This is an optimization exercise on Yosys and OpenROAD, whose aim is a short achievable clock period, few clock cycles per item and low power, not a production implementation.
Function was checked by simulation only, so behaviour that the tests miss may differ from the original.
Power is estimated from default activity; no workload was simulated.

## flow/design.v (module list and top-level ports; edited modules follow where they fit)
// module pck_arith: 347 lines
// module pck_mul_cs: 1864 lines
module pck_arith (
    input  wire        clk,
    input  wire        rst,
    input  wire        cmd_valid_i,
    output wire        cmd_ready_o,
    input  wire [31:0] cmd_i,
    input  wire [31:0] arg0_i,
    input  wire [31:0] arg1_i,
    input  wire [31:0] arg2_i,
    output wire        done_o,
    output wire [31:0] result_o,
    output wire [31:0] result_hi_o,
    output wire [2:0]  flags_o,      
    output wire [3:0]  err_o         
);
  // ...
==> flow/flow/run.sh <==
#!/bin/bash
# The standard layout, with the timing repair steps aiming at a 6 ns period
# (a larger setup margin) instead of only the 20 ns clock. The clock, the
# constraints and every other step are the standard flow's.
set -euo pipefail
bash standard.sh SETUP_SLACK_MARGIN=14 finish > standard_flow.log 2>&1
==> flow/standard.sh <==
#!/bin/bash
# synth_recipe.tcl (not shown) runs the flow's synth.tcl, then flattens the netlist and writes it again
# the make line also repeats each setting of config.mk as NAME=value (left out here)
make -C /OpenROAD-flow-scripts/flow DESIGN_CONFIG=/design/flow/config.mk WORK_HOME=/design/flow/orfs CLKGATE_MAP_FILE= SYNTH_SCRIPT=/design/flow/synth_recipe.tcl "${@:-finish}"
==> flow/config.mk <==
export PLATFORM = sky130hd
export DESIGN_NAME = pck_arith
export DESIGN_NICKNAME = pck_arith
export VERILOG_FILES = /design/flow/design.v
export SDC_FILE = /design/flow/constraint.sdc
export NUM_CORES = 4
export LEC_CHECK = 0
export CAP_MARGIN = 20
export CORE_MARGIN = 2
export CORE_UTILIZATION = 30
export SLEW_MARGIN = 20
==> flow/constraint.sdc <==
create_clock -name core_clock -period 20.0 [get_ports {clk}]
set_input_delay 4.0000 -clock core_clock [delete_from_list [all_inputs] [get_ports {clk}]]
set_output_delay 4.0000 -clock core_clock [all_outputs]
set_load 0.01 [all_outputs]
==> impl_metrics.tcl, run 1 <==
set metrics [dict create \
    synthMuxAreaShare_pct 2.209 \
    placed_area_um2 80270 \
    holdPathEnd "errP[0]" \
    dr.pass1.iters 10 \
    p_sw_mw 0.8542 \
    power.share.combinational_pct 19.2 \
    clk-power_mw 1.10 \
    leakagePower_nw 35.46 \
    synth_area_leaders "fa_1 (17%), ha_1 (7.8%), xnor2_1 (7.4%)" \
    worst_ep_required_time_ns 20.66 \
    grt_usage_pct 28.14 \
    grt_pass1_wl_um 532600 \
    cts_buffer_depth 3 \
    multi_input_area_share_pct 70.11 \
    rows 183 \
    drc_errors 0 \
    nMultiInputCombCells 7461 \
    die_x_um 504.2 \
    grt.overflow.total 0 \
    chipHeight_um 504.2 \
    placed_cells 12380 \
    io_pins 204 \
    p_sw_share_pct 32.89 \
    clock_area_share_pct 2.227 \
    reg_top3 "cS x64, pP x64, sS x64" \
    pg_comb_mw 0.498 \
    r2r_slack_ns 13.59 \
    synth_top_area_cell "fa_1" \
    m1WireLength_um 145300 \
    end_kind "flop" \
    grt_max_degree 87 \
    drv_cap 0 \
    final-nonclk-buf-share_pct 7.950 \
    portBuffers 183 \
    met3_usage_pct 10.28 \
    cts_resized 301 \
    final_cell_mix "inv_1 (761), nand2_1 (699), xnor2_1 (631), fa_1 (616), a21oi_1 (583)" \
    timing.rr.end "sS[35]" \
    whs_path_depth 0 \
    status "complete, no violations" \
    min_period_ns 6.412 \
    cts_inserted_buffers 56 \
    synth_compound_area_share_pct 24.86 \
    nNetsFinal 10640 \
    clkTransAtPathRegs_ns 0.06 \
]
Testbench counts, summed over its fixed seeds: cycles 27,701, ops 24,000.
==> module pck_arith, before the edit <==
module pck_arith (
    input  wire        clk,
    input  wire        rst,
    input  wire        cmd_valid_i,
    output wire        cmd_ready_o,
    input  wire [31:0] cmd_i,
    input  wire [31:0] arg0_i,
    input  wire [31:0] arg1_i,
    input  wire [31:0] arg2_i,
    output wire        done_o,
    output wire [31:0] result_o,
    output wire [31:0] result_hi_o,
    output wire [2:0]  flags_o,      
    output wire [3:0]  err_o         
);
    localparam [7:0] OP_NOP   = 8'h00;
    localparam [7:0] OP_ADD   = 8'h30;
    localparam [7:0] OP_SUB   = 8'h31;
    localparam [7:0] OP_ADDS  = 8'h32;
    localparam [7:0] OP_SUBS  = 8'h33;
    localparam [7:0] OP_MUL   = 8'h34;
    localparam [7:0] OP_MULSC = 8'h35;
    localparam [7:0] OP_SAT   = 8'h36;
    localparam [7:0] OP_CLAMP = 8'h37;
    localparam [7:0] OP_DIVT  = 8'h38;
    reg         ready_q;
    reg         vA;
    reg         xnopA, xillA;    
    reg  [7:0]  opA;             
    reg  [5:0]  immA;
    reg  [31:0] a0A, a1A, a2A;
    reg         mA, dA, lA;      
    wire accept   = cmd_valid_i & ready_q;
    wire cmd_args = (cmd_i[31:28] == 4'h3) & (~cmd_i[27] | (cmd_i[26:24] == 3'd0));   
    wire cmd_mul  = (cmd_i[31:25] == 7'b0011_010);                                     
    wire cmd_div  = (cmd_i[31:24] == OP_DIVT);
    assign cmd_ready_o = ready_q;
    wire is_add    = (opA == OP_ADD);
    wire is_sub    = (opA == OP_SUB);
    wire is_adds   = (opA == OP_ADDS);
    wire is_subs   = (opA == OP_SUBS);
    wire is_mul    = (opA == OP_MUL);
    wire is_mulsc  = (opA == OP_MULSC);
    wire is_sat    = (opA == OP_SAT);
    wire is_clamp  = (opA == OP_CLAMP);
    wire is_div    = (opA == OP_DIVT);
    wire is_addsub = is_add | is_sub | is_adds | is_subs;
    wire is_mulx   = is_mul | is_mulsc;
    wire is_alu    = is_addsub | is_sat | is_clamp;
    wire argsA     = ~xnopA & ~xillA;
    wire a1_zero   = (a1A == 32'd0);
    wire div0      = is_div & a1_zero;
    wire divA      = argsA & is_div & ~a1_zero;
    wire [31:0] la0 = a0A & {32{lA}};
    wire [31:0] la1 = a1A & {32{lA}};
    wire [31:0] la2 = a2A & {32{lA}};
    wire [31:0] mb  = a1A & {32{mA}};           
    wire [31:0] da0 = a0A & {32{dA}};
    wire [31:0] da1 = a1A & {32{dA}};
    wire        sub = is_sub | is_subs | is_clamp;
    wire [33:0] t_full = {la0[31], la0, 1'b1} + ({la1[31], la1, sub} ^ {{33{sub}}, 1'b0});
    wire [32:0] t   = t_full[33:1];
    wire        t_ov = t[32] ^ t[31];
    wire [31:0] t_sat = t_ov ? (t[32] ? 32'h8000_0000 : 32'h7FFF_FFFF) : t[31:0];
    wire [31:0] r_as  = (is_adds | is_subs) ? t_sat : t[31:0];
    wire [31:0] hm    = 32'hFFFF_FFFF << immA[4:0];
    wire        fits  = (((la0 ^ {32{la0[31]}}) & hm) == 32'd0);
    wire [31:0] r_sat = fits ? la0 : (la0[31] ? hm : ~hm);
    wire        lt01  = t[32];           
    wire        c02   = ($signed(la0) > $signed(la2));
    wire        c12   = ($signed(la1) > $signed(la2));
    wire        eq20  = (la2 == la0);
    wire [31:0] r_cl  = lt01 ? (c12 ? la2 : la1) : (c02 ? la2 : la0);
    wire        v_cl  = lt01 ? ~(c12 & eq20) : c02;
    wire [31:0] r_o = is_addsub ? r_as : (is_sat ? r_sat : r_cl);
    wire        v_o = is_addsub ? t_ov : (is_sat ? ~fits : v_cl);
    wire [2:0]  f_o = {v_o, r_o[31], r_o == 32'd0};
    wire        p_neg = a0A[31] ^ a1A[31];
    wire [63:0] bias  = (is_mulsc & p_neg) ? ~(64'hFFFF_FFFF_FFFF_FFFF << immA) : 64'd0;
    wire [63:0] m_s, m_c;
    pck_mul_cs u_mul (.a(a0A), .b(mb), .x(bias), .s(m_s), .c(m_c));
    function [5:0] clz32(input [31:0] x);
        reg [7:0] nz;
        reg [1:0] c [0:7];
        integer i;
        begin
            for (i = 0; i < 8; i = i + 1) begin
                nz[i] = |x[4*i +: 4];
                c[i]  = x[4*i+3] ? 2'd0 : (x[4*i+2] ? 2'd1 : (x[4*i+1] ? 2'd2 : 2'd3));
            end
            casez (nz)
                8'b1???????: clz32 = {3'd0, 1'b0, c[7]};
                8'b01??????: clz32 = {3'd0, 1'b1, c[6]};
                8'b001?????: clz32 = {3'd1, 1'b0, c[5]};
                8'b0001????: clz32 = {3'd1, 1'b1, c[4]};
                8'b00001???: clz32 = {3'd2, 1'b0, c[3]};
                8'b000001??: clz32 = {3'd2, 1'b1, c[2]};
                8'b0000001?: clz32 = {3'd3, 1'b0, c[1]};
                8'b00000001: clz32 = {3'd3, 1'b1, c[0]};
                default:     clz32 = 6'd32;
            endcase
        end
    endfunction
    wire [31:0] m0 = da0[31] ? (~da0 + 32'd1) : da0;
    wire [31:0] m1 = da1[31] ? (~da1 + 32'd1) : da1;
    wire        pow0 = da0[31] & ~|(~da0[31:1] & da0[30:0]);
    wire [5:0]  lz0  = clz32(da0 ^ {32{da0[31]}});
    wire [5:0]  lz1  = clz32(da1 ^ {32{da1[31]}});
    wire [6:0]  dv_n   = {1'b0, lz1} - {1'b0, lz0} + {6'd0, pow0} + 7'd1;
    reg  [3:0]  dv_it0;
    always @(*) begin
        if (dv_n[6] || dv_n[5:0] <= 6'd3) dv_it0 = 4'd1;
        else if (dv_n[5:0] <= 6'd6)       dv_it0 = 4'd2;
        else if (dv_n[5:0] <= 6'd9)       dv_it0 = 4'd3;
        else if (dv_n[5:0] <= 6'd12)      dv_it0 = 4'd4;
        else if (dv_n[5:0] <= 6'd15)      dv_it0 = 4'd5;
        else if (dv_n[5:0] <= 6'd18)      dv_it0 = 4'd6;
        else if (dv_n[5:0] <= 6'd21)      dv_it0 = 4'd7;
        else if (dv_n[5:0] <= 6'd24)      dv_it0 = 4'd8;
        else if (dv_n[5:0] <= 6'd27)      dv_it0 = 4'd9;
        else if (dv_n[5:0] <= 6'd30)      dv_it0 = 4'd10;
        else                              dv_it0 = 4'd11;
    end
    reg  [63:0] dv_x0;
    always @(*) begin
        case (dv_it0)
            4'd1:    dv_x0 = {32'd0, m0} << 30;
            4'd2:    dv_x0 = {32'd0, m0} << 27;
            4'd3:    dv_x0 = {32'd0, m0} << 24;
            4'd4:    dv_x0 = {32'd0, m0} << 21;
            4'd5:    dv_x0 = {32'd0, m0} << 18;
            4'd6:    dv_x0 = {32'd0, m0} << 15;
            4'd7:    dv_x0 = {32'd0, m0} << 12;
            4'd8:    dv_x0 = {32'd0, m0} << 9;
            4'd9:    dv_x0 = {32'd0, m0} << 6;
            4'd10:   dv_x0 = {32'd0, m0} << 3;
            default: dv_x0 = {32'd0, m0};
        endcase
    end
    reg         vS;
    reg         mulS, mulscS, divS;    
    reg  [5:0]  kS;          
    reg         wrS, whS;
    reg  [1:0]  errS;
    reg  [2:0]  fS;          
    reg  [63:0] sS, cS;      
    wire [30:0] dR  = sS[63:33] & {31{divS}};
    wire [32:0] dQ  = sS[32:0]  & {33{divS}};
    wire [31:0] dD  = cS[31:0]  & {32{divS}};
    wire [34:0] r8  = {1'b0, dR, dQ[32:30]};
    wire [34:0] d1  = {3'd0, dD};
    wire [34:0] d2  = {2'd0, dD, 1'b0};
    wire [34:0] d4  = {1'd0, dD, 2'd0};
    wire [34:0] d8  = {dD, 3'd0};
    function [34:0] sub2(input [34:0] r, input [34:0] x, input [34:0] y);
        reg [34:0] nx, ny, cs_s, cs_c;
        reg [35:0] t;
        begin
            nx   = ~x;
            ny   = ~y;
            cs_s = r ^ nx ^ ny;
            cs_c = (r & nx) | (r & ny) | (nx & ny);
            t    = {cs_s, 1'b1} + {cs_c[33:0], 1'b1, 1'b1};
            sub2 = t[35:1];
        end
    endfunction
    function [34:0] subadd(input [34:0] r, input [34:0] x, input [34:0] y);
        reg [34:0] nx, cs_s, cs_c;
        reg [35:0] t;
        begin
            nx     = ~x;
            cs_s   = r ^ nx ^ y;
            cs_c   = (r & nx) | (r & y) | (nx & y);
            t      = {cs_s, 1'b1} + {cs_c[33:0], 1'b0, 1'b1};
            subadd = t[35:1];
        end
    endfunction
    function [34:0] sub1(input [34:0] r, input [34:0] x);
        sub1 = r - x;
    endfunction
    wire [35*8-1:0] dt;
    assign dt[34:0]    = r8;
    assign dt[69:35]   = sub1(r8, d1);
    assign dt[104:70]  = sub1(r8, d2);
    assign dt[139:105] = sub2(r8, d2, d1);
    assign dt[174:140] = sub1(r8, d4);
    assign dt[209:175] = sub2(r8, d4, d1);
    assign dt[244:210] = sub2(r8, d4, d2);
    assign dt[279:245] = subadd(r8, d8, d1);
    wire [8:0]  dge;
    assign dge[0] = 1'b1;
    assign dge[8] = 1'b0;
    genvar gk;
    generate
        for (gk = 1; gk < 8; gk = gk + 1) begin : g_ge
            assign dge[gk] = ~dt[35*gk+34];
        end
    endgenerate
    wire [7:0]  dsel = dge[7:0] & ~dge[8:1];
    wire [2:0]  dk   = {|dsel[7:4], |{dsel[7:6], dsel[3:2]}, |{dsel[7], dsel[5], dsel[3], dsel[1]}};
    reg  [30:0] dRn;
    integer ik;
    always @(*) begin
        dRn = 31'd0;
        for (ik = 0; ik < 8; ik = ik + 1)
            dRn = dRn | (dt[35*ik +: 31] & {31{dsel[ik]}});
    end
    wire [32:0] dQn = {dQ[29:0], dk};
    wire s_div   = vS & divS;
    wire s_iter  = s_div & (kS[3:1] != 3'd0);        
    wire s_last  = s_div & ~s_iter;
    wire fire    = vA & ~s_iter;
    reg         vP;
    reg         mulP, mulscP, divP;
    reg  [5:0]  kP;
    reg         wrP, whP;
    reg  [1:0]  errP;
    reg  [2:0]  fP;
    reg  [63:0] pP;
    wire        mulxS = mulS | mulscS;
    wire [63:0] sum = (sS & {64{mulxS}}) + (cS & {64{mulxS}});
    wire [63:0] pm  = pP & {64{mulscP}};
    wire        p63 = pm[63];
    wire [63:0] sh5 = kP[5] ? {{32{p63}}, pm[63:32]} : pm;
    wire [63:0] sh4 = kP[4] ? {{16{p63}}, sh5[63:16]} : sh5;
    wire [63:0] sh3 = kP[3] ? {{8{p63}},  sh4[63:8]}  : sh4;
    wire [63:0] sh2 = kP[2] ? {{4{p63}},  sh3[63:4]}  : sh3;
    wire [63:0] sh1 = kP[1] ? {{2{p63}},  sh2[63:2]}  : sh2;
    wire [63:0] sh0 = kP[0] ? {p63,       sh1[63:1]}  : sh1;
    wire [31:0] sc_e    = pm[62:31] ^ {32{p63}};
    wire [31:0] sc_mask = kP[5] ? 32'd0 : (32'hFFFF_FFFF << kP[4:0]);
    wire        sc_ov   = |(sc_e & sc_mask);
    wire [31:0] r_sc    = sc_ov ? {p63, {31{~p63}}} : sh0[31:0];
    wire [63:0] pd    = pP & {64{divP}};
    wire        sq = fP[0], sr = fP[1];
    wire [31:0] q_mag = pd[31:0];
    wire [31:0] q_s   = sq ? (~q_mag + 32'd1) : q_mag;
    wire        v_dv  = ~sq & q_mag[31];
    wire [31:0] r_dv  = v_dv ? 32'h7FFF_FFFF : q_s;
    wire [31:0] h_dv  = sr ? (~pd[63:32] + 32'd1) : pd[63:32];
    reg  [31:0] res_f, hi_f;
    reg  [2:0]  flg_f;
    always @(*) begin
        if (mulscP) begin
            res_f = r_sc;
            hi_f  = pP[63:32];
            flg_f = {sc_ov, r_sc[31], r_sc == 32'd0};
        end else if (divP) begin
            res_f = r_dv;
            hi_f  = h_dv;
            flg_f = {v_dv, r_dv[31], q_mag == 32'd0};
        end else if (mulP) begin
            res_f = pP[31:0];
            hi_f  = pP[63:32];
            flg_f = {1'b0, pP[63], pP == 64'd0};
        end else begin
            res_f = pP[31:0];
            hi_f  = pP[63:32];
            flg_f = fP;
        end
    end
    reg  [31:0] result_q, result_hi_q;
    reg  [2:0]  flags_q;
    reg  [1:0]  err_q;
    reg         done_q;
    assign done_o      = done_q;
    assign result_o    = result_q;
    assign result_hi_o = result_hi_q;
    assign flags_o     = flags_q;
    assign err_o       = {2'b00, err_q};
    wire       vA_nx     = accept | (vA & ~fire);
    wire       s_div_nx  = fire ? divA : s_iter;
    wire [3:0] s_it_nx   = fire ? dv_it0 : kS[3:0] - 4'd1;
    wire       s_iter_nx = s_div_nx & (s_it_nx[3:1] != 3'd0);
    always @(posedge clk) begin
        if (rst) begin
            ready_q <= 1'b1;
            vA      <= 1'b0;
            vS      <= 1'b0;
            vP      <= 1'b0;
            done_q  <= 1'b0;
            result_q    <= 32'd0;
            result_hi_q <= 32'd0;
            flags_q     <= 3'd0;
        end else begin
            ready_q <= ~vA_nx | ~s_iter_nx;
            vA      <= vA_nx;
            vS      <= fire | s_iter;
            vP      <= vS & ~s_iter;
            done_q  <= vP;
            if (vP) begin
                if (wrP) begin
                    result_q <= res_f;
                    flags_q  <= flg_f;
                end
                if (whP)
                    result_hi_q <= hi_f;
            end
        end
    end
    always @(posedge clk) begin
        if (accept) begin
            xnopA <= (cmd_i[31:24] == OP_NOP);
            xillA <= ~cmd_args & (cmd_i[31:24] != OP_NOP);
        end
        mA <= (accept & cmd_mul) | (mA & vA & ~fire);
        dA <= (accept & cmd_div) | (dA & vA & ~fire);
        lA <= (accept & cmd_args & ~cmd_mul & ~cmd_div) | (lA & vA & ~fire);
        if (accept & cmd_args) begin
            opA  <= cmd_i[31:24];
            immA <= cmd_i[5:0];
            a0A  <= arg0_i;
            a1A  <= arg1_i;
            a2A  <= arg2_i;
        end
        mulS   <= fire & argsA & is_mul;
        mulscS <= fire & argsA & is_mulsc;
        divS   <= fire ? divA : s_iter;
        kS     <= fire ? (divA ? {2'b0, dv_it0} : immA) : ((kS - 6'd1) & {6{s_iter}});
        if (fire) begin
            wrS   <= argsA & ~div0;
            whS   <= argsA & (is_mul | divA);
            errS  <= xillA ? 2'd1 : ((argsA & div0) ? 2'd3 : 2'd0);
            fS    <= divA ? {1'b0, a0A[31], a0A[31] ^ a1A[31]} : f_o;
        end
        if (s_iter) begin
            sS <= {dRn, dQn};
        end else if (divA) begin
            sS <= dv_x0;
            cS <= {32'd0, m1};
        end else begin
            sS <= {m_s[63:32], is_mulx ? m_s[31:0] : r_o};
            cS <= {m_c[63:32], is_mulx ? m_c[31:0] : 32'd0};
        end
        mulP   <= mulS;
        mulscP <= mulscS;
        divP   <= s_last;
        kP     <= kS;
        wrP    <= wrS;
        whP    <= whS;
        errP   <= errS;
        fP     <= fS;
        pP     <= s_div ? {1'b0, dRn, dQn[31:0]} : (mulxS ? sum : sS);
        if (vP)
            err_q <= errP;
    end
endmodule
==> inputs of run 2 (changes only) <==
--- a/flow/design.v
+++ b/flow/design.v
@@ -26,24 +26,27 @@
     reg         ready_q;
     reg         vA;
     reg         xnopA, xillA;    
-    reg  [7:0]  opA;             
-    reg  [5:0]  immA;
-    reg  [31:0] a0A, a1A, a2A;
+    reg  [3:0]  opA;             
+    reg  [31:0] a0A, a1A, a2A;   
     reg         mA, dA, lA;      
     wire accept   = cmd_valid_i & ready_q;
+    wire acc_args;
+    wire holdA;
     wire cmd_args = (cmd_i[31:28] == 4'h3) & (~cmd_i[27] | (cmd_i[26:24] == 3'd0));   
     wire cmd_mul  = (cmd_i[31:25] == 7'b0011_010);                                     
     wire cmd_div  = (cmd_i[31:24] == OP_DIVT);
+    wire cmd_clamp = (cmd_i[31:24] == OP_CLAMP);
+    wire [5:0] immA = a2A[5:0];
     assign cmd_ready_o = ready_q;
-    wire is_add    = (opA == OP_ADD);
-    wire is_sub    = (opA == OP_SUB);
-    wire is_adds   = (opA == OP_ADDS);
-    wire is_subs   = (opA == OP_SUBS);
-    wire is_mul    = (opA == OP_MUL);
-    wire is_mulsc  = (opA == OP_MULSC);
-    wire is_sat    = (opA == OP_SAT);
-    wire is_clamp  = (opA == OP_CLAMP);
-    wire is_div    = (opA == OP_DIVT);
+    wire is_add    = (opA == OP_ADD[3:0]);
+    wire is_sub    = (opA == OP_SUB[3:0]);
+    wire is_adds   = (opA == OP_ADDS[3:0]);
+    wire is_subs   = (opA == OP_SUBS[3:0]);
+    wire is_mul    = (opA == OP_MUL[3:0]);
+    wire is_mulsc  = (opA == OP_MULSC[3:0]);
+    wire is_sat    = (opA == OP_SAT[3:0]);
+    wire is_clamp  = (opA == OP_CLAMP[3:0]);
+    wire is_div    = (opA == OP_DIVT[3:0]);
     wire is_addsub = is_add | is_sub | is_adds | is_subs;
     wire is_mulx   = is_mul | is_mulsc;
     wire is_alu    = is_addsub | is_sat | is_clamp;
@@ -79,6 +82,14 @@
     wire [63:0] bias  = (is_mulsc & p_neg) ? ~(64'hFFFF_FFFF_FFFF_FFFF << immA) : 64'd0;
     wire [63:0] m_s, m_c;
     pck_mul_cs u_mul (.a(a0A), .b(mb), .x(bias), .s(m_s), .c(m_c));
+    wire [63:0] m_s2;
+    wire [31:0] m_cb;
+    genvar gb;
+    generate
+        for (gb = 0; gb < 32; gb = gb + 1) begin : g_blk
+            assign {m_cb[gb], m_s2[2*gb+1:2*gb]} = {1'b0, m_s[2*gb+1:2*gb]} + {1'b0, m_c[2*gb+1:2*gb]};
+        end
+    endgenerate
     function [5:0] clz32(input [31:0] x);
         reg [7:0] nz;
         reg [1:0] c [0:7];
@@ -106,110 +117,97 @@
     wire        pow0 = da0[31] & ~|(~da0[31:1] & da0[30:0]);
     wire [5:0]  lz0  = clz32(da0 ^ {32{da0[31]}});
     wire [5:0]  lz1  = clz32(da1 ^ {32{da1[31]}});
-    wire [6:0]  dv_n   = {1'b0, lz1} - {1'b0, lz0} + {6'd0, pow0} + 7'd1;
-    reg  [3:0]  dv_it0;
-    always @(*) begin
-        if (dv_n[6] || dv_n[5:0] <= 6'd3) dv_it0 = 4'd1;
-        else if (dv_n[5:0] <= 6'd6)       dv_it0 = 4'd2;
-        else if (dv_n[5:0] <= 6'd9)       dv_it0 = 4'd3;
-        else if (dv_n[5:0] <= 6'd12)      dv_it0 = 4'd4;
-        else if (dv_n[5:0] <= 6'd15)      dv_it0 = 4'd5;
-        else if (dv_n[5:0] <= 6'd18)      dv_it0 = 4'd6;
-        else if (dv_n[5:0] <= 6'd21)      dv_it0 = 4'd7;
-        else if (dv_n[5:0] <= 6'd24)      dv_it0 = 4'd8;
-        else if (dv_n[5:0] <= 6'd27)      dv_it0 = 4'd9;
-        else if (dv_n[5:0] <= 6'd30)      dv_it0 = 4'd10;
-        else                              dv_it0 = 4'd11;
-    end
-    reg  [63:0] dv_x0;
-    always @(*) begin
-        case (dv_it0)
-            4'd1:    dv_x0 = {32'd0, m0} << 30;
-            4'd2:    dv_x0 = {32'd0, m0} << 27;
-            4'd3:    dv_x0 = {32'd0, m0} << 24;
-            4'd4:    dv_x0 = {32'd0, m0} << 21;
-            4'd5:    dv_x0 = {32'd0, m0} << 18;
-            4'd6:    dv_x0 = {32'd0, m0} << 15;
-            4'd7:    dv_x0 = {32'd0, m0} << 12;
-            4'd8:    dv_x0 = {32'd0, m0} << 9;
-            4'd9:    dv_x0 = {32'd0, m0} << 6;
-            4'd10:   dv_x0 = {32'd0, m0} << 3;
-            default: dv_x0 = {32'd0, m0};
-        endcase
-    end
+    wire [6:0]  dv_u   = 7'd31 - {1'b0, lz1} + {1'b0, lz0} - {6'd0, pow0};
+    wire [2:0]  dv_sh  = dv_u[6] ? 3'd0 : (dv_u[5] ? 3'd7 : dv_u[4:2]);    
+    wire [3:0]  dv_it0 = 4'd8 - {1'b0, dv_sh};
+    wire [63:0] dv_x1 = dv_sh[0] ? {28'd0, m0, 4'd0}    : {32'd0, m0};
+    wire [63:0] dv_x2 = dv_sh[1] ? {dv_x1[55:0], 8'd0}  : dv_x1;
+    wire [63:0] dv_x0 = dv_sh[2] ? {dv_x2[47:0], 16'd0} : dv_x2;
     reg         vS;
     reg         mulS, mulscS, divS;    
     reg  [5:0]  kS;          
     reg         wrS, whS;
     reg  [1:0]  errS;
     reg  [2:0]  fS;          
-    reg  [63:0] sS, cS;      
-    wire [30:0] dR  = sS[63:33] & {31{divS}};
-    wire [32:0] dQ  = sS[32:0]  & {33{divS}};
-    wire [31:0] dD  = cS[31:0]  & {32{divS}};
-    wire [34:0] r8  = {1'b0, dR, dQ[32:30]};
-    wire [34:0] d1  = {3'd0, dD};
-    wire [34:0] d2  = {2'd0, dD, 1'b0};
-    wire [34:0] d4  = {1'd0, dD, 2'd0};
-    wire [34:0] d8  = {dD, 3'd0};
-    function [34:0] sub2(input [34:0] r, input [34:0] x, input [34:0] y);
-        reg [34:0] nx, ny, cs_s, cs_c;
-        reg [35:0] t;
+    reg  [63:0] sS;          
+    reg  [31:0] cS;          
+    wire [30:0] dR  = sS[62:32] & {31{divS}};
+    wire [31:0] dQ  = sS[31:0]  & {32{divS}};
+    wire [31:0] dD  = cS & {32{divS}};
+    wire [35:0] r16 = {1'b0, dR, dQ[31:28]};
+    wire [35:0] d1  = {4'd0, dD};
+    wire [35:0] d2  = {3'd0, dD, 1'b0};
+    wire [35:0] d4  = {2'd0, dD, 2'd0};
+    wire [35:0] d8  = {1'd0, dD, 3'd0};
+    wire [35:0] d16 = {dD, 4'd0};
+    function [35:0] add3(input [35:0] r, input [35:0] x, input [35:0] y, input [1:0] c);
+        reg [35:0] cs_s, cs_c;
+        reg [36:0] t;
         begin
-            nx   = ~x;
-            ny   = ~y;
-            cs_s = r ^ nx ^ ny;
-            cs_c = (r & nx) | (r & ny) | (nx & ny);
-            t    = {cs_s, 1'b1} + {cs_c[33:0], 1'b1, 1'b1};
-            sub2 = t[35:1];
+            cs_s = r ^ x ^ y;
+            cs_c = (r & x) | (r & y) | (x & y);
+            t    = {cs_s, c[1]} + {cs_c[34:0], c[1] | c[0], c[1]};
+            add3 = t[36:1];
         end
     endfunction
-    function [34:0] subadd(input [34:0] r, input [34:0] x, input [34:0] y);
-        reg [34:0] nx, cs_s, cs_c;
-        reg [35:0] t;
+    function [35:0] add4(input [35:0] r, input [35:0] x, input [35:0] y, input [35:0] z, input [1:0] c);
+        reg [35:0] s1, c1, c1s, s2, c2;
+        reg [36:0] t;
         begin
-            nx     = ~x;
-            cs_s   = r ^ nx ^ y;
-            cs_c   = (r & nx) | (r & y) | (nx & y);
-            t      = {cs_s, 1'b1} + {cs_c[33:0], 1'b0, 1'b1};
-            subadd = t[35:1];
+            s1   = r ^ x ^ y;
+            c1   = (r & x) | (r & y) | (x & y);
+            c1s  = {c1[34:0], c[0]};                
+            s2   = s1 ^ c1s ^ z;
+            c2   = (s1 & c1s) | (s1 & z) | (c1s & z);
+            t    = {s2, c[1]} + {c2[34:0], c[1], c[1]};
+            add4 = t[36:1];
         end
     endfunction
-    function [34:0] sub1(input [34:0] r, input [34:0] x);
-        sub1 = r - x;
-    endfunction
-    wire [35*8-1:0] dt;
-    assign dt[34:0]    = r8;
-    assign dt[69:35]   = sub1(r8, d1);
-    assign dt[104:70]  = sub1(r8, d2);
-    assign dt[139:105] = sub2(r8, d2, d1);
-    assign dt[174:140] = sub1(r8, d4);
-    assign dt[209:175] = sub2(r8, d4, d1);
-    assign dt[244:210] = sub2(r8, d4, d2);
-    assign dt[279:245] = subadd(r8, d8, d1);
-    wire [8:0]  dge;
-    assign dge[0] = 1'b1;
-    assign dge[8] = 1'b0;
+    wire [36*16-1:0] dt;
+    assign dt[35:0]    = r16;
+    assign dt[71:36]   = r16 - d1;
+    assign dt[107:72]  = r16 - d2;
+    assign dt[143:108] = add3(r16, ~d2,  ~d1, 2'd2);
+    assign dt[179:144] = r16 - d4;
+    assign dt[215:180] = add3(r16, ~d4,  ~d1, 2'd2);
+    assign dt[251:216] = add3(r16, ~d4,  ~d2, 2'd2);
+    assign dt[287:252] = add3(r16, ~d8,   d1, 2'd1);
+    assign dt[323:288] = r16 - d8;
+    assign dt[359:324] = add3(r16, ~d8,  ~d1, 2'd2);
+    assign dt[395:360] = add3(r16, ~d8,  ~d2, 2'd2);
+    assign dt[431:396] = add4(r16, ~d8,  ~d2, ~d1, 2'd3);
+    assign dt[467:432] = add3(r16, ~d8,  ~d4, 2'd2);
+    assign dt[503:468] = add4(r16, ~d16,  d2,  d1, 2'd1);
+    assign dt[539:504] = add3(r16, ~d16,  d2, 2'd1);
+    assign dt[575:540] = add3(r16, ~d16,  d1, 2'd1);
+    wire [16:0] dge;
+    assign dge[0]  = 1'b1;
+    assign dge[16] = 1'b0;
     genvar gk;
     generate
-        for (gk = 1; gk < 8; gk = gk + 1) begin : g_ge
-            assign dge[gk] = ~dt[35*gk+34];
+        for (gk = 1; gk < 16; gk = gk + 1) begin : g_ge
+            assign dge[gk] = ~dt[36*gk+35];
         end
     endgenerate
-    wire [7:0]  dsel = dge[7:0] & ~dge[8:1];
-    wire [2:0]  dk   = {|dsel[7:4], |{dsel[7:6], dsel[3:2]}, |{dsel[7], dsel[5], dsel[3], dsel[1]}};
+    wire [15:0] dsel = dge[15:0] & ~dge[16:1];
+    reg  [3:0]  dk;
     reg  [30:0] dRn;
     integer ik;
     always @(*) begin
+        dk  = 4'd0;
         dRn = 31'd0;
-        for (ik = 0; ik < 8; ik = ik + 1)
-            dRn = dRn | (dt[35*ik +: 31] & {31{dsel[ik]}});
+        for (ik = 0; ik < 16; ik = ik + 1) begin
+            dk  = dk  | (ik[3:0] & {4{dsel[ik]}});
+            dRn = dRn | (dt[36*ik +: 31] & {31{dsel[ik]}});
+        end
     end
-    wire [32:0] dQn = {dQ[29:0], dk};
+    wire [31:0] dQn = {dQ[27:0], dk};
     wire s_div   = vS & divS;
     wire s_iter  = s_div & (kS[3:1] != 3'd0);        
     wire s_last  = s_div & ~s_iter;
     wire fire    = vA & ~s_iter;
+    assign acc_args = accept & cmd_args;
+    assign holdA    = vA & ~fire;
     reg         vP;
     reg         mulP, mulscP, divP;
     reg  [5:0]  kP;
@@ -218,7 +216,13 @@
     reg  [2:0]  fP;
     reg  [63:0] pP;
     wire        mulxS = mulS | mulscS;
-    wire [63:0] sum = (sS & {64{mulxS}}) + (cS & {64{mulxS}});
+    wire [63:0] cS_w;        
+    generate
+        for (gb = 0; gb < 32; gb = gb + 1) begin : g_cw
+            assign cS_w[2*gb+1:2*gb] = (gb == 0) ? 2'b00 : {1'b0, cS[gb-1]};
+        end
+    endgenerate
+    wire [63:0] sum = (sS & {64{mulxS}}) + (cS_w & {64{mulxS}});
     wire [63:0] pm  = pP & {64{mulscP}};
     wire        p63 = pm[63];
     wire [63:0] sh5 = kP[5] ? {{32{p63}}, pm[63:32]} : pm;
@@ -299,38 +303,32 @@
         end
     end
     always @(posedge clk) begin
-        if (accept) begin
-            xnopA <= (cmd_i[31:24] == OP_NOP);
-            xillA <= ~cmd_args & (cmd_i[31:24] != OP_NOP);
-        end
-        mA <= (accept & cmd_mul) | (mA & vA & ~fire);
-        dA <= (accept & cmd_div) | (dA & vA & ~fire);
-        lA <= (accept & cmd_args & ~cmd_mul & ~cmd_div) | (lA & vA & ~fire);
-        if (accept & cmd_args) begin
-            opA  <= cmd_i[31:24];
-            immA <= cmd_i[5:0];
-            a0A  <= arg0_i;
-            a1A  <= arg1_i;
-            a2A  <= arg2_i;
-        end
+        xnopA <= (accept & (cmd_i[31:24] == OP_NOP)) | (xnopA & holdA);
+        xillA <= (accept & ~cmd_args & (cmd_i[31:24] != OP_NOP)) | (xillA & holdA);
+        mA <= (accept & cmd_mul) | (mA & holdA);
+        dA <= (accept & cmd_div) | (dA & holdA);
+        lA <= (acc_args & ~cmd_mul & ~cmd_div) | (lA & holdA);
+        opA <= ({4{acc_args}} & cmd_i[27:24])   | ({4{holdA}} & opA);
+        a0A <= ({32{acc_args}} & arg0_i)        | ({32{holdA}} & a0A);
+        a1A <= ({32{acc_args}} & arg1_i)        | ({32{holdA}} & a1A);
+        a2A <= ({32{acc_args}} & (cmd_clamp ? arg2_i : {26'd0, cmd_i[5:0]})) | ({32{holdA}} & a2A);
         mulS   <= fire & argsA & is_mul;
         mulscS <= fire & argsA & is_mulsc;
         divS   <= fire ? divA : s_iter;
         kS     <= fire ? (divA ? {2'b0, dv_it0} : immA) : ((kS - 6'd1) & {6{s_iter}});
-        if (fire) begin
-            wrS   <= argsA & ~div0;
-            whS   <= argsA & (is_mul | divA);
-            errS  <= xillA ? 2'd1 : ((argsA & div0) ? 2'd3 : 2'd0);
-            fS    <= divA ? {1'b0, a0A[31], a0A[31] ^ a1A[31]} : f_o;
-        end
+        wrS   <= fire ? (argsA & ~div0) : (wrS & s_iter);
+        whS   <= fire ? (argsA & (is_mul | divA)) : (whS & s_iter);
+        errS  <= fire ? (xillA ? 2'd1 : ((argsA & div0) ? 2'd3 : 2'd0)) : (errS & {2{s_iter}});
+        fS    <= fire ? (divA ? {1'b0, a0A[31], a0A[31] ^ a1A[31]} : f_o) : (fS & {3{s_iter}});
         if (s_iter) begin
-            sS <= {dRn, dQn};
+            sS <= {1'b0, dRn, dQn};
+            cS <= dD;                    
         end else if (divA) begin
             sS <= dv_x0;
-            cS <= {32'd0, m1};
+            cS <= m1;
         end else begin
-            sS <= {m_s[63:32], is_mulx ? m_s[31:0] : r_o};
-            cS <= {m_c[63:32], is_mulx ? m_c[31:0] : 32'd0};
+            sS <= {m_s2[63:32], is_mulx ? m_s2[31:0] : r_o};
+            cS <= m_cb;
         end
         mulP   <= mulS;
         mulscP <= mulscS;
@@ -340,9 +338,8 @@
         whP    <= whS;
         errP   <= errS;
         fP     <= fS;
-        pP     <= s_div ? {1'b0, dRn, dQn[31:0]} : (mulxS ? sum : sS);
-        if (vP)
-            err_q <= errP;
+        pP     <= s_div ? {1'b0, dRn, dQn} : (mulxS ? sum : sS);
+        err_q <= errP;       
     end
 endmodule
 module pck_mul_cs (
--- a/flow/config.mk
+++ b/flow/config.mk
@@ -5,7 +5,9 @@
 export SDC_FILE = /design/flow/constraint.sdc
 export NUM_CORES = 4
 export LEC_CHECK = 0
-export CAP_MARGIN = 20
+export CAP_MARGIN = 40
 export CORE_MARGIN = 2
 export CORE_UTILIZATION = 30
-export SLEW_MARGIN = 20
+export CTS_CLUSTER_DIAMETER = 150
+export CTS_CLUSTER_SIZE = 20
+export SLEW_MARGIN = 30
==> run 2 against run 1 <==
  * Clock-buffer cell count decreased by 38
  * Wire length increased by 20%
  * Clock power decreased by 51%
  * Final area increased by 26%
  * Register-to-register slack improved by 0.19 ns
  * Worst setup slack improved by 0.19 ns
  * Non-clock buffer count increased by 340
  * Sequential cell count decreased by 42
  * Critical path type unchanged
  * Critical endpoint is now sS[39]
  * Largest power group is now sequential cells
==> impl_metrics.tcl, run 2 <==
set metrics [dict create \
    status "complete, no violations" \
    worstPathArrival_ns 6.77 \
    cts_hold_buffers 0 \
    dp_hpwl_um 325900 \
    power.share.combinational_pct 8.1 \
    skew_ns 0.03310 \
    synthFlopType "dfxtp_1" \
    setup_slack_ns 13.77 \
    core_um2 305300 \
    synth_area_um2 91890 \
    clkTransAtPathRegs_ns 0.10 \
    synth-seq-cells 371 \
    worst_pin_slew_ns 1.103 \
    end_kind "flop" \
    areaGrowthSynthToFinish_pct 20.38 \
    placed_cells 15710 \
    crit_path_max_fanout 33 \
    setup_violations 0 \
    dr.pass1.iters 10 \
    period_share_pct 31.13 \
    yosysMostFrequentCell "inv_1" \
    synth_area_leaders "fa_1 (18%), ha_1 (10%), dfxtp_1 (8.1%)" \
    power.density_nw_per_um2 12.71 \
    drv_slew 0 \
    ys_seq_area_share_pct 8.083 \
    worst_ep_required_time_ns 20.54 \
    synthArstFlopShare_pct 0 \
    seqPwrFrac_pct 53.3 \
    place.gp.congestion 1.018 \
    grt_pass1_vias 93180 \
    internal-power_mw 1.021 \
    path_class "flop to flop" \
    p_clk_share_pct 38.6 \
    p_sw_share_pct 27.37 \
    min_period_ns 6.225 \
    synth_top_area_cell "fa_1" \
    num_vias 97900 \
    insertion_delay_ns 0.66 \
    grt_max_degree 96 \
    final_common_cell "inv_1" \
    setup_tns_ns 0 \
    chipHeight_um 557.4 \
    floorplan.initialDensity_pct 30.10 \
    slew_headroom_pct 26.47 \
    ir_worst_vdd_uv 62.87 \
    cts_max_level 1 \
    ys_top_cells_by_count "inv_1 (1159), nand2_1 (1013), xnor2_1 (826)" \
    drc_errors 0 \
    rsz0062_at_grt "yes" \
    drv_cap 0 \
    wl_um 453300 \
    hp-class "flop to flop" \
    cp-start-kind "flop" \
    ant_nets 0 \
    clockRootBuffer "clkbuf_16" \
    grt_usage_pct 27.71 \
    viasPerCell 5.998 \
    drt_iter0_markers 13440 \
    synthCells 11970 \
    cts_inserted_buffers 25 \
    grt.overflow.total 0 \
    synth_top_cell_area_share_pct 17.89 \
    synth-edff-count 0 \
    reg_top3 "pP x64, sS x64" \
    die_area_um2 310700 \
    portBuffers 183 \
    maxClockFrequency_ghz 0.1606 \
    place_ws_ns 11.19 \
    cts_buffer_depth 3 \
    antenna_found_initial 11 \
    hold_viol 0 \
    final_cell_mix "inv_1 (1094), nand2_1 (924), xnor2_1 (801), fa_1 (774), nor2_1 (737)" \
    nNetsFinal 13920 \
    grt_pass1_wl_um 642000 \
    die_x_um 557.4 \
    tritoncts "yes" \
    rows 203 \
    synth_warnings 3 \
    p_sw_mw 0.3849 \
    yosysUniqueCellTypes 98 \
    clock_sinks 371 \
    wire_per_inst_um 27.77 \
    leakagePower_nw 47.48 \
    io_pins 204 \
    syn_avg_cell_area_um2 7.679 \
    drive_above_1_share_pct 14.63 \
    fin_cells 16320 \
]
run 2: cell count changes in the layout (fill, tap and decap cells not counted), moves of 86 or more:
cell,previous run,this run
inv_1,761,1094
ha_1,445,705
nand2_1,699,924
o21ai_0,435,646
edfxtp_1,185,0
buf_4,380,559
xnor2_1,631,801
nor2_1,576,737
fa_1,616,774
a21o_1,152,304
a21oi_1,583,699
a22o_1,9,104
and2_1,227,137
dfxtp_1,220,306
run 2: routing by layer:
layer  vias to the layer above  routed length, um  GRT usage [%]
met4                        12              30800          14.34
met1                     47400             173500          36.01
met2                      6572             187800          41.28
met3                      1459              61020          8.112
li1                      42460                  -              -
met5                         -                205        0.09262
run 2: cell type report:
cell class              count  area, um2
diodes                      9      22.52
clock buffers              28      636.9
clock inverters             7      101.3
fillers                 32090     194700
inverters                1173       4658
multi-input cells        9604      81190
flip-flops and latches    371       7579
well taps                4100       5130
repair buffers           1031      11300
run 2: timing repair:
item	4_1_cts	5_1_grt
setup buffers	309	193
gates cloned	43	16
pin swaps	161	237
resized for setup	841	443
setup endpoints to repair	124	113
run 2: power by group through the flow:
stage	Clock [mW]	Sequential, mW	Combinational, mW
after global placement	0	0.770	0.0992
after global routing	0.574	0.750	0.119
final	0.542	0.750	0.114
after CTS	0.551	0.749	0.107
after floorplan	0	0.763	0.0500
after detailed placement	0	0.769	0.101
run 2: final timing paths:
| path | start | endpoint | slack, ns | cells after the start |
|---|---|---|---|---|
| hold reg to reg | errP[1] | err_q[1] | 0.34 | 0 |
| setup / recovery | a2A[4] | sS[39] | 13.77 | 16 |
| hold / removal | errP[1] | err_q[1] | 0.34 | 0 |
| setup reg to reg | a2A[4] | sS[39] | 13.77 | 16 |
run 2: metrics by stage:
stage          cell area [um2]  total power [mW]  util [%]  hold slack, ns
3_5_place_dp             98530            0.8702     32.27          0.3211
6_report                110600             1.406     36.23          0.3387
2_1_floorplan            92550            0.8125         -          0.3096
3_3_place_gp             98220            0.8691     32.17          0.3200
5_1_grt                 110600             1.442     36.23          0.3371
4_1_cts                 106600             1.407     34.92          0.3391
run 2: critical path, stage by stage (launching register included):
cell,delay [ns]
dfxtp_1,0.62
buf_6,0.43
a311o_1,0.71
nand2_1,0.31
fa_1,0.55
inv_1,0.05
fa_1,0.47
inv_1,0.06
fa_1,0.50
inv_1,0.05
fa_1,0.47
fa_1,0.54
ha_4,0.19
fa_2,0.58
or3_4,0.44
o21ai_2,0.06
a21oi_1,0.05
run 2: cells by family after synthesis:
kind of cell / after synthesis / synth area share [%]
AOI/OAI and AO/OA: 3610 / 26.44
and+or+nand+nor: 3037 / 15.51
buffers and inverters: 1994 / 8.297
adders and majority gates: 1585 / 28.29
xor gates and xnor gates: 1207 / 11.50
DFF: 371 / 8.083
muxes: 161 / 1.878
other: 1 / 0.004081
Testbench counts of run 2, summed over its fixed seeds: cycles 26,701, ops 24,000.
==> inputs of run 3 (changes only) <==
--- a/flow/config.mk
+++ b/flow/config.mk
@@ -6,6 +6,8 @@
 export NUM_CORES = 4
 export LEC_CHECK = 0
 export CAP_MARGIN = 40
+export CELL_PAD_IN_SITES_DETAIL_PLACEMENT = 1
+export CELL_PAD_IN_SITES_GLOBAL_PLACEMENT = 2
 export CORE_MARGIN = 2
 export CORE_UTILIZATION = 30
 export CTS_CLUSTER_DIAMETER = 150
==> run 3 against run 2 <==
  * Sequential share of layout area down 0.081 points
  * Sequential power about the same
  * Worst hold slack worse by 0.0030 ns
  * Final area up 1.9%
  * Total power up 4.5%
  * Non-clock buffer count up 101
  * Global-route usage up 6.2 points
  * Maximum frequency down 1.9%
  * Via count about the same
  * Largest cell class unchanged
  * Highest routed layer unchanged
==> impl_metrics.tcl, run 3 <==
set metrics [dict create \
    multiInputGateArea_um2 81800 \
    synth_area_leaders "fa_1 (18%), ha_1 (10%), dfxtp_1 (8.1%)" \
    setup_tns_ns 0 \
    synth-seq-cells 371 \
    grt_pass1_wl_um 762100 \
    path_depth 22 \
    end_kind "flop" \
    path_class "flop to flop" \
    min_period_ns 6.347 \
    leakagePower_nw 48.21 \
    worstPathArrival_ns 6.95 \
    internal-power_mw 1.040 \
    power.share.combinational_pct 8.3 \
    viasPerCell 5.962 \
    period_share_pct 31.73 \
    synth_top_area_cell "fa_1" \
    rows 203 \
    cts_max_level 1 \
    antenna_found_initial 16 \
    synthCells 11970 \
    fillers 36050 \
    die_area_um2 310700 \
    synth_area_um2 91890 \
    final_cell_mix "inv_1 (1071), nand2_1 (916), xnor2_1 (801), fa_1 (774), nor2_1 (737)" \
    ys_top_cells_by_count "inv_1 (1159), nand2_1 (1013), xnor2_1 (826)" \
    synth_warnings 3 \
    final_common_cell "inv_1" \
    worst_pin_slew_ns 0.9128 \
    seq_area_um2 7631 \
    seqPwrFrac_pct 50.9 \
    synth_top_cell_area_share_pct 17.89 \
    crit_path_max_fanout 8 \
    wl_um 551200 \
    ir_worst_vdd_uv 79.54 \
    rsz0062_at_grt "yes" \
    grt_max_degree 79 \
    tritoncts "yes" \
    synthArstFlopShare_pct 0 \
    dr.pass1.iters 7 \
    grt.overflow.total 0 \
    syn_avg_cell_area_um2 7.679 \
    nNetsFinal 14020 \
    synthFlopType "dfxtp_1" \
    cp_num_buf_inv 7 \
    synth-edff-count 0 \
    cp_slowest_cell "fa_2" \
    setup_violations 0 \
    clock_sinks 371 \
    drv_slew 0 \
    wire_per_inst_um 33.55 \
    yosysMostFrequentCell "inv_1" \
    clockRootBuffer "clkbuf_16" \
    cp_common_cell "fa_1" \
    p_sw_mw 0.4286 \
    p_clk_share_pct 40.8 \
    yosysUniqueCellTypes 98 \
    status "complete, no violations" \
    worst_ep_required_time_ns 20.60 \
    maxClockFrequency_ghz 0.1576 \
    core_um2 305300 \
    slew_headroom_pct 38.92 \
    chipHeight_um 557.4 \
    slowest_delay_ns 0.75 \
    fin_util_pct 36.92 \
    ys_seq_area_share_pct 8.083 \
    portBuffers 183 \
    clkTransAtPathRegs_ns 0.09 \
    dp_hpwl_um 406200 \
    reg_top3 "pP x64, sS x64" \
    hold_viol 0 \
    r2r_slack_ns 13.65 \
    place.gp.congestion 0.9676 \
    p_sw_share_pct 29.18 \
    ant_nets 0 \
    die_x_um 557.4 \
    skew_ns 0.06970 \
    areaGrowthSynthToFinish_pct 22.66 \
    insertion_delay_ns 0.72 \
    crit_chain "buf_8 > buf_16 > and2_4 > buf_12 > buf_6 > a22oi_1 > xnor2_1 > fa_1 > inv_1 > fa_1 > inv_2 > fa_1 > fa_1 > inv_1 > fa_1 > fa_2 > ha_4 > fa_2 > nand2_2 > o21ai_4 > o22ai_2 > a21oi_2" \
    hp-class "flop to flop" \
    cp-start-kind "flop" \
    cts_inserted_buffers 26 \
    io_pins 204 \
    drc_errors 0 \
    grt_pass1_vias 101400 \
    reg2regPathDepth 22 \
    drt_iter0_markers 8515 \
    drive_above_1_share_pct 16.34 \
    whs_path_depth 0 \
    power.density_nw_per_um2 13.03 \
    grt_usage_pct 33.94 \
    drv_cap 0 \
    num_vias 97950 \
    floorplan.initialDensity_pct 30.10 \
    cp_top_family "adder cells" \
    cts_hold_buffers 0 \
    cts_buffer_depth 3 \
]
## run 3: cell counts after synthesis
Identical to the previous run, type by type.
## run 3: cells by family after synthesis
group	share of synthesized area [%]
compound gates	26.44
simple gates	15.51
buf+inv	8.297
fa+ha+maj	28.29
xor+xnor	11.50
flops	8.083
mux	1.878
other cells	0.004081
## run 3: path summary, 6_finish.rpt
kind / startpoint / endpoint
worst max-delay path: mA / sS[31]
worst max register to register: mA / sS[31]
worst min register to register: errP[0] / err_q[0]
worst min-delay path: errP[0] / err_q[0]
## run 3: final cells by class
| type | instances | area share [%] |
|---|---|---|
| diodes | 11 | 0.02442 |
| clock buffers | 29 | 0.6050 |
| clock inverters | 9 | 0.1166 |
| inverters | 1173 | 4.127 |
| multi-input cells | 9604 | 72.58 |
| flip-flops and latches | 371 | 6.770 |
| well taps | 4100 | 4.551 |
| repair buffers | 1132 | 11.23 |
## run 3: per-layer routing
metal,GRT usage (%),share of wire [%],routed length [um],vias up
met4,18.34,6.6,36630,10
met5,0,0.012,66,-
met1,43.40,41,227200,50480
li1,-,-,-,42660
met2,55.79,46,253900,3756
met3,3.759,6.1,33480,1042
## run 3: through the flow
| stage | hold WS, ns | total power, mW | area, um2 | instances | worst slack (ns) |
|---|---|---|---|---|---|
| after floorplan | 0.3096 | 0.8125 | 92550 | 11970 | 14.00 |
| after CTS | 0.3366 | 1.483 | 108600 | 16220 | 13.68 |
| after detailed placement | 0.3164 | 0.8756 | 98940 | 15750 | 11.07 |
| final | 0.3357 | 1.469 | 112700 | 16430 | 13.65 |
| after global routing | 0.3416 | 1.515 | 112700 | 16420 | 13.53 |
| after global placement | 0.3186 | 0.8740 | 98500 | 15720 | 10.96 |
## run 3: what timing repair did
action | CTS | global route
cloned | 44 | 19
endpoints found under the hold margin | 0 | 0
endpoints found under the setup margin | 127 | 110
pin swaps | 142 | 252
buffers inserted | 385 | 179
gates resized for setup | 1043 | 474
## run 3: power by group through the flow
stage                     combinational [mW]  sequential [mW]  clock, mW
after floorplan                       0.0500            0.763          0
after global placement                 0.103            0.771          0
after detailed placement               0.105            0.771          0
after CTS                              0.113            0.749      0.621
after global routing                   0.126            0.749      0.641
final                                  0.121            0.748      0.599
==> inputs of run 4 (changes only) <==
--- a/flow/design.v
+++ b/flow/design.v
@@ -128,7 +128,7 @@
     reg  [5:0]  kS;          
     reg         wrS, whS;
     reg  [1:0]  errS;
-    reg  [2:0]  fS;          
+    reg  [1:0]  fS;          
     reg  [63:0] sS;          
     reg  [31:0] cS;          
     wire [30:0] dR  = sS[62:32] & {31{divS}};
@@ -210,10 +210,10 @@
     assign holdA    = vA & ~fire;
     reg         vP;
     reg         mulP, mulscP, divP;
-    reg  [5:0]  kP;
+    reg  [2:0]  kP;          
     reg         wrP, whP;
     reg  [1:0]  errP;
-    reg  [2:0]  fP;
+    reg  [1:0]  fP;
     reg  [63:0] pP;
     wire        mulxS = mulS | mulscS;
     wire [63:0] cS_w;        
@@ -223,16 +223,17 @@
         end
     endgenerate
     wire [63:0] sum = (sS & {64{mulxS}}) + (cS_w & {64{mulxS}});
+    wire        s63 = sum[63];
+    wire [63:0] cs5 = kS[5] ? {{32{s63}}, sum[63:32]}  : sum;
+    wire [63:0] cs4 = kS[4] ? {{16{s63}}, cs5[63:16]} : cs5;
+    wire [63:0] cs3 = kS[3] ? {{8{s63}},  cs4[63:8]}  : cs4;
     wire [63:0] pm  = pP & {64{mulscP}};
     wire        p63 = pm[63];
-    wire [63:0] sh5 = kP[5] ? {{32{p63}}, pm[63:32]} : pm;
-    wire [63:0] sh4 = kP[4] ? {{16{p63}}, sh5[63:16]} : sh5;
-    wire [63:0] sh3 = kP[3] ? {{8{p63}},  sh4[63:8]}  : sh4;
-    wire [63:0] sh2 = kP[2] ? {{4{p63}},  sh3[63:4]}  : sh3;
+    wire [63:0] sh2 = kP[2] ? {{4{p63}},  pm[63:4]}   : pm;
     wire [63:0] sh1 = kP[1] ? {{2{p63}},  sh2[63:2]}  : sh2;
     wire [63:0] sh0 = kP[0] ? {p63,       sh1[63:1]}  : sh1;
     wire [31:0] sc_e    = pm[62:31] ^ {32{p63}};
-    wire [31:0] sc_mask = kP[5] ? 32'd0 : (32'hFFFF_FFFF << kP[4:0]);
+    wire [31:0] sc_mask = 32'hFFFF_FFFF << kP;
     wire        sc_ov   = |(sc_e & sc_mask);
     wire [31:0] r_sc    = sc_ov ? {p63, {31{~p63}}} : sh0[31:0];
     wire [63:0] pd    = pP & {64{divP}};
@@ -260,7 +261,7 @@
         end else begin
             res_f = pP[31:0];
             hi_f  = pP[63:32];
-            flg_f = fP;
+            flg_f = {fP[0], pP[31], pP[31:0] == 32'd0};
         end
     end
     reg  [31:0] result_q, result_hi_q;
@@ -303,11 +304,11 @@
         end
     end
     always @(posedge clk) begin
-        xnopA <= (accept & (cmd_i[31:24] == OP_NOP)) | (xnopA & holdA);
-        xillA <= (accept & ~cmd_args & (cmd_i[31:24] != OP_NOP)) | (xillA & holdA);
         mA <= (accept & cmd_mul) | (mA & holdA);
         dA <= (accept & cmd_div) | (dA & holdA);
         lA <= (acc_args & ~cmd_mul & ~cmd_div) | (lA & holdA);
+        xnopA <= (accept & (cmd_i[31:24] == OP_NOP)) | (xnopA & holdA);
+        xillA <= (accept & ~cmd_args & (cmd_i[31:24] != OP_NOP)) | (xillA & holdA);
         opA <= ({4{acc_args}} & cmd_i[27:24])   | ({4{holdA}} & opA);
         a0A <= ({32{acc_args}} & arg0_i)        | ({32{holdA}} & a0A);
         a1A <= ({32{acc_args}} & arg1_i)        | ({32{holdA}} & a1A);
@@ -319,7 +320,7 @@
         wrS   <= fire ? (argsA & ~div0) : (wrS & s_iter);
         whS   <= fire ? (argsA & (is_mul | divA)) : (whS & s_iter);
         errS  <= fire ? (xillA ? 2'd1 : ((argsA & div0) ? 2'd3 : 2'd0)) : (errS & {2{s_iter}});
-        fS    <= fire ? (divA ? {1'b0, a0A[31], a0A[31] ^ a1A[31]} : f_o) : (fS & {3{s_iter}});
+        fS    <= fire ? (divA ? {a0A[31], a0A[31] ^ a1A[31]} : {1'b0, v_o}) : (fS & {2{s_iter}});
         if (s_iter) begin
             sS <= {1'b0, dRn, dQn};
             cS <= dD;                    
@@ -333,12 +334,12 @@
         mulP   <= mulS;
         mulscP <= mulscS;
         divP   <= s_last;
-        kP     <= kS;
+        kP     <= kS[2:0];
         wrP    <= wrS;
         whP    <= whS;
         errP   <= errS;
         fP     <= fS;
-        pP     <= s_div ? {1'b0, dRn, dQn} : (mulxS ? sum : sS);
+        pP     <= s_div ? {1'b0, dRn, dQn} : (mulscS ? cs3 : (mulS ? sum : sS));
         err_q <= errP;       
     end
 endmodule
--- a/flow/config.mk
+++ b/flow/config.mk
@@ -6,8 +6,6 @@
 export NUM_CORES = 4
 export LEC_CHECK = 0
 export CAP_MARGIN = 40
-export CELL_PAD_IN_SITES_DETAIL_PLACEMENT = 1
-export CELL_PAD_IN_SITES_GLOBAL_PLACEMENT = 2
 export CORE_MARGIN = 2
 export CORE_UTILIZATION = 30
 export CTS_CLUSTER_DIAMETER = 150
==> run 4 against run 3 <==
  * Synthesized area rose by 1.8%
  * First-iteration DRC count increased by 70%
  * Still clean
  * Largest cell class unchanged
  * Core utilization is 0.11 points lower
  * Sequential power is 1% lower
  * Final cell count grew 1.9%
  * Critical endpoint unchanged
  * Wire length down 12%
  * Global-route usage decreased by 5.2 points
==> impl_metrics.tcl, run 4 <==
set metrics [dict create \
    status "complete, no violations" \
    reg_top3 "pP x64, sS x64" \
    clkTransAtPathRegs_ns 0.11 \
    final_common_cell "inv_1" \
    place_ws_ns 11.55 \
    crit_path_max_fanout 15 \
    ir_worst_vdd_uv 67.78 \
    yosysUniqueCellTypes 100 \
    setup_tns_ns 0 \
    worst_pin_slew_ns 1.083 \
    io_pins 204 \
    yosysMostFrequentCell "inv_1" \
    setup_slack_ns 13.75 \
    synthCells 12170 \
    worst_ep_required_time_ns 20.61 \
    syn_avg_cell_area_um2 7.690 \
    drive_above_1_share_pct 16.60 \
    clockRootBuffer "clkbuf_16" \
    rows 205 \
    synthArstFlopShare_pct 0 \
    rsz0062_at_grt "yes" \
    antenna_found_initial 36 \
    grt_max_degree 72 \
    place.gp.congestion 1.037 \
    crit_chain "buf_12 > buf_12 > nand2_4 > buf_6 > xnor2_1 > fa_1 > inv_1 > fa_2 > inv_2 > fa_1 > inv_2 > fa_1 > fa_1 > fa_1 > ha_4 > fa_2 > o221ai_4 > a21oi_4 > a41oi_2 > a31oi_1" \
    die_x_um 562.5 \
    r2r_slack_ns 13.75 \
    end_kind "flop" \
    hp-class "flop to flop" \
    cp_num_buf_inv 6 \
    wl_um 486900 \
    power.density_nw_per_um2 12.08 \
    min_period_ns 6.251 \
    hold_viol 0 \
    synth_top_area_cell "fa_1" \
    final_cell_mix "inv_1 (1022), nand2_1 (976), xnor2_1 (789), fa_1 (766), nor2_1 (726)" \
    areaGrowthSynthToFinish_pct 22.39 \
    portBuffers 183 \
    floorplan.initialDensity_pct 30.08 \
    slew_headroom_pct 27.58 \
    cts_buffer_depth 3 \
    clock_sinks 366 \
    ant_nets 0 \
    drc_errors 0 \
    grt_usage_pct 28.73 \
    synth-seq-cells 366 \
    nNetsFinal 14290 \
    drv_slew 0 \
    ys_seq_area_share_pct 7.830 \
    wire_per_inst_um 29.10 \
    cts_inserted_buffers 23 \
    worstPathArrival_ns 6.86 \
    die_area_um2 316400 \
    fin_util_pct 36.81 \
    fillers 32180 \
    period_share_pct 31.25 \
    synthFlopType "dfxtp_1" \
    setup_violations 0 \
    cp_slowest_cell "fa_2" \
    synth_area_um2 93570 \
    drv_cap 0 \
    insertion_delay_ns 0.71 \
    cp_common_cell "fa_1" \
    ys_top_cells_by_count "inv_1 (1119), nand2_1 (1064), fa_1 (821)" \
    chipHeight_um 562.5 \
    synth-edff-count 0 \
    synth_area_leaders "fa_1 (18%), ha_1 (10%), dfxtp_1 (7.8%)" \
    slowest_delay_ns 0.69 \
    cp_top_family "adder cells" \
    synth_top_cell_area_share_pct 17.56 \
    tritoncts "yes" \
    grt.overflow.total 0 \
    dr.pass1.iters 9 \
    skew_ns 0.05948 \
    cts_max_level 1 \
    dp_hpwl_um 352000 \
    drt_iter0_markers 14470 \
    grt_pass1_wl_um 674600 \
    path_class "flop to flop" \
    cp-start-kind "flop" \
    viasPerCell 6.144 \
    core_um2 311100 \
    grt_pass1_vias 95060 \
    maxClockFrequency_ghz 0.1600 \
    num_vias 102800 \
    synth_warnings 3 \
    leakagePower_nw 48.49 \
    power.total_mw 1.384 \
]
run 4: routing by layer:
metal / routed length [um] / vias up / global-route usage [%] / share of wire, %
li1: - / 43960 / - / -
met4: 34900 / 34 / 15.11 / 7.2
met3: 70250 / 1655 / 9.848 / 14
met2: 197000 / 7237 / 41.81 / 40
met1: 184400 / 49930 / 37.20 / 38
met5: 335 / - / 0 / 0.069
run 4: what timing repair did:
action,4_1_cts,5_1_grt
buffers inserted,324,314
hold buffers,0,0
gates resized for setup,818,617
cloned,39,22
endpoints found under the setup margin,131,134
pin swaps,150,268
run 4: power breakdown:
group | total (mW) | leakage (nW) | switching (mW) | internal (mW)
sequential | 0.740 | 3.00 | 0.0120 | 0.728
clock | 0.533 | 0.310 | 0.319 | 0.214
combinational | 0.110 | 45.2 | 0.0623 | 0.0480
run 4: layout make-up:
class                           count  area [um2]  area share (%)
Timing Repair Buffer             1187       12870           11.24
Sequential cell                   366        7505           6.553
Tap cell                         4140        5180           4.523
Antenna cell                       17       42.54         0.03715
Inverter                         1131        4498           3.928
Multi-Input combinational cell   9860       83780           73.16
Clock buffer                       27       590.6          0.5157
Clock inverter                      5       52.55         0.04589
run 4: kinds of logic after synthesis:
logic type,count (synthesis),share of synthesized area (%)
compound gates,3728,26.93
xor+xnor,1219,11.42
fa+ha+maj,1586,27.79
buf+inv,1950,7.882
flops,366,7.830
mux,177,2.281
other cells,1,0.004008
simple gates,3141,15.85
run 4: final timing paths:
| check | depth (start not counted) | startpoint | endpoint |
|---|---|---|---|
| setup / recovery | 20 | mA | sS[31] |
| hold / removal | 0 | errP[1] | err_q[1] |
| setup reg to reg | 20 | mA | sS[31] |
| hold reg to reg | 0 | errP[1] | err_q[1] |
run 4: through the flow:
stage	instances	cell area [um2]	hold slack (ns)
after floorplan	12170	94100	0.3096
after global placement	15950	100100	0.3159
after detailed placement	15980	100500	0.3146
after CTS	16370	108500	0.3354
after global routing	16720	114500	0.3440
final	16730	114500	0.3349
Testbench counts of run 4, summed over its fixed seeds: cycles 26,701, ops 24,000.
==> inputs of run 5 (changes only) <==
--- a/flow/config.mk
+++ b/flow/config.mk
@@ -7,7 +7,7 @@
 export LEC_CHECK = 0
 export CAP_MARGIN = 40
 export CORE_MARGIN = 2
-export CORE_UTILIZATION = 30
+export CORE_UTILIZATION = 50
 export CTS_CLUSTER_DIAMETER = 150
 export CTS_CLUSTER_SIZE = 20
 export SLEW_MARGIN = 30
==> run 5 against run 4 <==
  * Highest routed layer unchanged
  * Still clean
  * Sequential cell count stayed put
  * Total power is 0.52% lower
  * Critical path type unchanged
  * Global-route usage is 22 points higher
  * Largest cell class unchanged
==> impl_metrics.tcl, run 5 <==
set metrics [dict create \
    status "complete, no violations" \
    p_sw_share_pct 28.20 \
    synthXorXnorAreaFrac_pct 11.42 \
    insertion_delay_ns 0.68 \
    placed_area_um2 98460 \
    synthFlopType "dfxtp_1" \
    clock_sinks 366 \
    grt_usage_pct 50.59 \
    die_x_um 436.6 \
    power.share.combinational_pct 8.0 \
    synth_top_cell_area_share_pct 17.56 \
    reg_top3 "pP x64, sS x64" \
    synth-edff-count 0 \
    rows 158 \
    grt_pass1_wl_um 709000 \
    portBuffers 183 \
    synthArstFlopShare_pct 0 \
    final_cell_mix "inv_1 (1041), nand2_1 (979), xnor2_1 (792), fa_1 (766), nor2_1 (726)" \
    synth_compound_area_share_pct 26.93 \
    tritoncts "yes" \
    wire_per_inst_um 33.64 \
    hold_viol 0 \
    min_period_ns 6.710 \
    worst_pin_slew_ns 1.132 \
    power.density_nw_per_um2 12.23 \
    synth-simple-area-share_pct 15.85 \
    fin_area_um2 112500 \
    nNetsFinal 14290 \
    cts_buffer_depth 3 \
    skew_ns 0.07745 \
    setup_violations 0 \
    wl_um 507400 \
    synthMuxAreaShare_pct 2.281 \
    cp-start-kind "flop" \
    grt.overflow.total 0 \
    areaGrowthSynthToFinish_pct 20.23 \
    internal-power_mw 0.9882 \
    synth-seq-cells 366 \
    synth_area_um2 93570 \
    crit_path_max_fanout 27 \
    ant_nets 0 \
    clkTransAtPathRegs_ns 0.12 \
    power.total_mw 1.376 \
    drt_iter0_markers 15220 \
    antenna_found_initial 37 \
    ir_worst_vdd_uv 59.65 \
    p_clk_share_pct 38.2 \
    synth_area_leaders "fa_1 (18%), ha_1 (10%), dfxtp_1 (7.8%)" \
    end_kind "flop" \
    yosysUniqueCellTypes 100 \
    cts_inserted_buffers 23 \
    drv_slew 0 \
    dr.pass1.iters 10 \
    drv_cap 0 \
    die_area_um2 190600 \
    seqPwrFrac_pct 53.8 \
    maxClockFrequency_ghz 0.1490 \
    rsz0062_at_grt "yes" \
    syn_avg_cell_area_um2 7.690 \
    cts_max_level 1 \
    slew_headroom_pct 24.02 \
    worstPathArrival_ns 7.28 \
    dp_hpwl_um 360600 \
    synth_top_family_by_area "adder cells" \
    path_class "flop to flop" \
    setup_tns_ns 0 \
    clockRootBuffer "clkbuf_16" \
    worst_ep_required_time_ns 20.57 \
    core_um2 185600 \
    viasPerCell 7.003 \
    grt_max_degree 85 \
    drc_errors 0 \
    num_vias 105600 \
    final_common_cell "inv_1" \
    p_sw_mw 0.3881 \
    synth_top_area_cell "fa_1" \
    synthAdderAreaFrac_pct 27.79 \
    yosysMostFrequentCell "inv_1" \
    drive_above_1_share_pct 16.22 \
    place.gp.congestion 1.068 \
    period_share_pct 33.55 \
    r2r_slack_ns 13.29 \
    synth_warnings 3 \
    ys_top_cells_by_count "inv_1 (1119), nand2_1 (1064), fa_1 (821)" \
    leakagePower_nw 48.55 \
    hp-class "flop to flop" \
    fillers 16610 \
    chipHeight_um 436.6 \
    io_pins 204 \
    ys_seq_area_share_pct 7.830 \
    floorplan.initialDensity_pct 50.41 \
    grt_pass1_vias 98220 \
    synthCells 12170 \
]
[run 5: cell counts after synthesis]
No cell type changed its count.
[run 5: final timing paths]
| path | start | end | cells after the start |
|---|---|---|---|
| worst max-delay path | mA | sS[31] | 20 |
| worst min-delay path | errP[0] | err_q[0] | 0 |
| worst max register to register | mA | sS[31] | 20 |
| worst min register to register | errP[0] | err_q[0] | 0 |
[run 5: power by group through the flow]
stage          Sequential (mW)  Clock [mW]  Combinational, mW
2_1_floorplan            0.752           0             0.0467
3_3_place_gp             0.760           0             0.0922
3_5_place_dp             0.760           0             0.0935
4_1_cts                  0.740       0.525              0.100
5_1_grt                  0.741       0.546              0.112
6_report                 0.741       0.526              0.110
[run 5: area by class of cell]
cell class              count  area, um2  area share, %
inverters                1131       4457          3.961
multi-input cells        9858      83890          74.56
diodes                     27      67.56        0.06005
clock inverters             4      50.05        0.04449
well taps                2480       3103          2.758
repair buffers           1190      12860          11.43
clock buffers              26      586.8         0.5216
flip-flops and latches    366       7492          6.659
[run 5: layer usage]
metal  vias to the layer above  track usage (%)  routed length (um)
li1                      43920                -                   -
met1                     50520            60.10              177000
met2                      8438            72.21              203300
met3                      2695            17.22               67660
met4                        40            44.65               58820
met5                         -           0.8569                 518
[run 5: metrics by stage]
stage	cells	hold WS, ns	setup WS, ns	util [%]
2_1_floorplan	12170	0.3096	13.94	-
3_3_place_gp	14290	0.3146	10.91	52.83
3_5_place_dp	14330	0.3147	11.83	53.04
4_1_cts	14740	0.3344	13.73	57.73
5_1_grt	15060	0.3404	13.39	60.57
6_report	15080	0.3332	13.29	60.61
[run 5: cell families (layout without fill, tap and decap cells)]
| family | count (synthesis) | count (layout) |
|---|---|---|
| muxes | 177 | 177 |
| other | 1 | 29 |
| DFF | 366 | 366 |
| adders and majority gates | 1586 | 1586 |
| AOI/OAI and AO/OA | 3728 | 3728 |
| xor gates and xnor gates | 1219 | 1219 |
| and+or+nand+nor | 3141 | 3146 |
| buffers and inverters | 1950 | 2351 |
[run 5: timing repair]
item	in CTS	in global routing
buffers inserted	343	288
pin swaps	183	271
cloned	45	10
setup endpoints to repair	159	133
gates resized for setup	900	545
hold buffers	0	0
[run 5: worst max-delay path: stages (launching register included)]
cell	delay, ns
dfxtp_4	0.45
buf_12	0.17
buf_16	0.15
nand2_2	0.06
buf_6	0.43
xnor2_1	0.17
fa_1	0.55
inv_1	0.06
fa_1	0.52
inv_2	0.05
fa_1	0.54
fa_1	0.51
inv_1	0.05
fa_1	0.51
fa_1	0.46
ha_2	0.21
fa_2	0.91
o221ai_2	0.16
a21oi_2	0.26
a41oi_2	0.06
a31oi_1	0.25

Setup slack of run 5, layout unchanged: 13.290 ns with ideal ports, 13.290 ns with driving cells assumed (clock clkbuf_16, inputs buf_2), 13.290 ns with port delays also shifted by the 0.722 ns mid clock arrival.
